From an optimization exercise on the open Yosys and OpenROAD flow, aimed at small area, a short achievable clock period and few clock cycles per item; shortcuts taken in it are not production practice.
The RTL was checked by simulation tests, not by an equivalence proof against the original design.

==> build 2: inputs <==
// yuv2rgb
module yuv2rgb (
    input  wire       clk,
    input  wire       rst,
    input  wire       in_valid,
    output wire       in_ready,
    input  wire [7:0] in_y,
    input  wire [7:0] in_u,
    input  wire [7:0] in_v,
    output wire       out_valid,
    input  wire       out_ready,
    output wire [7:0] out_r,
    output wire [7:0] out_g,
    output wire [7:0] out_b,
    output wire [7:0] out_luma
);
    wire adv = out_ready | ~out_valid;
    reg       sk_v;
    reg [7:0] sk_y, sk_u, sk_v8;
    assign in_ready = ~sk_v;
    always @(posedge clk) begin
        if (rst) sk_v <= 1'b0;
        else if (adv) sk_v <= 1'b0;
        else if (in_valid) sk_v <= 1'b1;
        if (!sk_v) begin sk_y <= in_y; sk_u <= in_u; sk_v8 <= in_v; end
    end
    reg       s1_v;
    reg [7:0] s1_y, s1_u, s1_vv;
    always @(posedge clk) begin
        if (rst) s1_v <= 1'b0;
        else if (adv) s1_v <= sk_v | in_valid;
        if (adv) begin
            s1_y  <= sk_v ? sk_y  : in_y;
  ...
Settings: LEC_CHECK=0, CAP_MARGIN=20, CORE_MARGIN=2, CORE_UTILIZATION=40, SLEW_MARGIN=20, SYNTH_HIERARCHICAL=1, SYNTH_MINIMUM_KEEP_SIZE=0; clock period 16.0 ns.
run.sh (not shown) runs the stock make flow with config.mk's settings and CLKGATE_MAP_FILE= SYNTH_SCRIPT=/design/flow/synth_recipe.tcl, a recipe that flattens the netlist after the stock synthesis.
==> build 36 (differences from build 2) <==
==> flow/flow/run.sh (new file) <==
#!/bin/bash
# Standard ORFS layout (the standard.sh) with two changes in how it is made:
#  - the port buffers buffer_ports inserts are sky130_fd_sc_hd__buf_1 cells
#    (every input and output port still gets its own buffer);
#  - timing repair is asked to leave 11 ns of setup slack at the design's
#    16 ns clock, so the resizer works on the critical paths.
# Clock period, I/O constraints and all other steps are the standard ones.
set -euo pipefail
export BUFFER_PORTS_ARGS="-buffer_cell sky130_fd_sc_hd__buf_1"
bash standard.sh SETUP_SLACK_MARGIN=11 finish > standard_flow.log 2>&1
==> flow/standard.sh (new file) <==
#!/bin/bash
# synth_recipe.tcl (not shown) runs the flow's synth.tcl, then flattens the netlist and writes it again
# the make line also repeats each setting of config.mk as NAME=value (left out here)
make -C /OpenROAD-flow-scripts/flow DESIGN_CONFIG=/design/flow/config.mk WORK_HOME=/design/flow/orfs CLKGATE_MAP_FILE= SYNTH_SCRIPT=/design/flow/synth_recipe.tcl "${@:-finish}"
CTS_BUF_LIST = sky130_fd_sc_hd__clkbuf_8   (was default)
removed: flow/run.sh
==> run notes <==
Between build 36 and build 2, the lower final cell count is in build 2 (gap about 3.6%, measured against build 2).
Of build 36 and build 2, build 36 has the higher register-to-register slack (gap 460 ps).
In die area, build 36 and build 2 do not differ.
Against build 36, the setup slack of build 2 is lower by 460 ps.
In build 36 the first-iteration DRC count is higher than in build 2, by 27%.
Clock skew: build 2 is lower than build 36 (11 ps).
==> figures <==
| metric | build 2 | build 36 |
|---|---|---|
| Layout Skew | 13.85 ps | 24.89 ps |
| Signal buffers share of area | 0.04721 | 0.04808 |
| Register share of the cell area | 0.2121 | 0.2116 |
| Worst Path Required | 16,080 ps | 16,170 ps |
| Cell area after placement | 13,700 sq um | 13,310 sq um |
| Outcome | timing/DRC/antenna clean | timing/DRC/antenna clean |
| Utilization after layout | 0.4530 | 0.4541 |
| Worst skew pair latency | 360 ps | 400 ps |
| Layout Nets | 1,400 | 1,451 |
| Fraction of standard cell area in multi-input logic | 0.6643 | 0.6651 |
Testbench counts of build 2, summed over its fixed seeds: cycles 16,024, items 16,000.
Testbench counts of build 36, summed over its fixed seeds: cycles 16,024, items 16,000.

========
==> inputs of trial 21 <==
Another version of the RTL of yuv2rgb (not shown whole).
// yuv2rgb
module yuv2rgb (
    input  wire       clk,
    input  wire       rst,
    input  wire       in_valid,
    output wire       in_ready,
    input  wire [7:0] in_y,
    input  wire [7:0] in_u,
    input  wire [7:0] in_v,
    output wire       out_valid,
    input  wire       out_ready,
    output wire [7:0] out_r,
    output wire [7:0] out_g,
    output wire [7:0] out_b,
    output wire [7:0] out_luma
);
==> flow/config.mk <==
export PLATFORM = sky130hd
export DESIGN_NAME = yuv2rgb
export DESIGN_NICKNAME = yuv2rgb
export VERILOG_FILES = /design/flow/design.v
export SDC_FILE = /design/flow/constraint.sdc
export NUM_CORES = 4
export LEC_CHECK = 0
export CAP_MARGIN = 20
export CORE_MARGIN = 2
export CORE_UTILIZATION = 40
export SLEW_MARGIN = 20
export SYNTH_HIERARCHICAL = 1
export SYNTH_MINIMUM_KEEP_SIZE = 0
export TNS_END_PERCENT = 10
==> flow/constraint.sdc <==
create_clock -name core_clock -period 16.0 [get_ports {clk}]
set_input_delay 3.2000 -clock core_clock [delete_from_list [all_inputs] [get_ports {clk}]]
set_output_delay 3.2000 -clock core_clock [all_outputs]
set_load 0.01 [all_outputs]
standard.sh (not shown) runs the stock make flow with config.mk's settings and CLKGATE_MAP_FILE= SYNTH_SCRIPT=/design/flow/synth_recipe.tcl, a recipe that flattens the netlist after the stock synthesis.
==> flow/flow/run.sh <==
#!/bin/bash
# Standard ORFS layout (the standard.sh) with these changes in how it is made:
#  - the port buffers buffer_ports inserts are sky130_fd_sc_hd__buf_1 cells
#    (every input and output port still gets its own buffer);
#  - clock tree synthesis runs with its standard options but without dummy loads;
#  - timing repair is asked to leave 11.7 ns of setup slack at the design's
#    16 ns clock, so the resizer works on the critical paths.
# Clock period, I/O constraints and all other steps are the standard ones.
# make's output goes to standard_flow.log; each ORFS step keeps its own log
# under orfs/logs/.
set -euo pipefail
export BUFFER_PORTS_ARGS="-buffer_cell sky130_fd_sc_hd__buf_1"
export CTS_ARGS="-sink_clustering_enable -repair_clock_nets -dont_use_dummy_load"
bash standard.sh SETUP_SLACK_MARGIN=11.7 finish > standard_flow.log 2>&1
==> build 72 (differences from trial 21) <==
--- a/flow/config.mk
+++ b/flow/config.mk
@@ -7,7 +7,7 @@
 export LEC_CHECK = 0
 export CAP_MARGIN = 20
 export CORE_MARGIN = 2
-export CORE_UTILIZATION = 40
+export CORE_UTILIZATION = 45
 export SLEW_MARGIN = 20
 export SYNTH_HIERARCHICAL = 1
 export SYNTH_MINIMUM_KEEP_SIZE = 0
==> impl_metrics.tcl <==
set metrics [dict create \
    post-place-ws_ns 11.24 \
    finClkSkew_ns 0.0339 \
    core_area_um2 30600 \
    initial_core_util_pct 40.6 \
    r2r-end "s3_l[2]" \
    grt_pass1_vias 8863 \
    drtIter0Drc 384 \
    cpPeakStageDelay_ns 0.58 \
    required_ns 16.09 \
    placed_area_um2 13200 \
    use_met1_pct 25.5 \
    nNonClkInverters 127 \
    dp_cells 1463 \
    status "timing/DRC/antenna clean" \
    worstHoldStart "rdy" \
    timing.fmax_mhz 232 \
    setup_ws_ns 11.68 \
]
That was trial 21.
==> impl_metrics.tcl <==
set metrics [dict create \
    nNonClkInverters 128 \
    grt_pass1_vias 8661 \
    post-place-ws_ns 11.06 \
    worstHoldStart "s1_v" \
    r2r-end "s3_l[3]" \
    use_met1_pct 29.5 \
    status "timing/DRC/antenna clean" \
    required_ns 16.10 \
    cpPeakStageDelay_ns 0.52 \
    drtIter0Drc 370 \
    dp_cells 1407 \
    initial_core_util_pct 46.0 \
    timing.fmax_mhz 229 \
    setup_ws_ns 11.64 \
    placed_area_um2 13100 \
]
That was build 72.
Testbench counts of trial 21, summed over its fixed seeds: cycles 16,024, items 16,000.
Testbench counts of build 72, summed over its fixed seeds: cycles 16,024, items 16,000.

## static timing again, ports no longer ideal
The results above use ideal ports. As a check the final layouts listed here were re-extracted and re-timed, cells and wires unchanged. Step 1, drivers: a clkbuf_16 drives clk and a buf_2 each remaining input, both assumed. Step 2 times the ports against the registers' clock, not the clock port: input delays grow and output delays shrink by t, the midpoint of the rising clock arrivals with the driver on. Slacks: ideal / step 1 / step 2; pairs: ideal / step 1.
run	t (ns)	setup slack, ns	slew at the worst register clock pin (ns)	cell pins on the clock port's net
build 2	0.405	10.671 / 10.671 / 10.671	0.08 / 0.08	1
build 36	0.434	11.132 / 11.132 / 11.132	0.12 / 0.12	1
trial 21	0.393	11.683 / 11.683 / 11.490	0.09 / 0.09	1
build 72	0.394	11.638 / 11.638 / 11.420	0.09 / 0.09	1
After both steps every run listed still meets setup and hold. The setup slack of build 72, which loses most, moves by 0.000 ns with the drivers and by -0.218 ns with both steps.
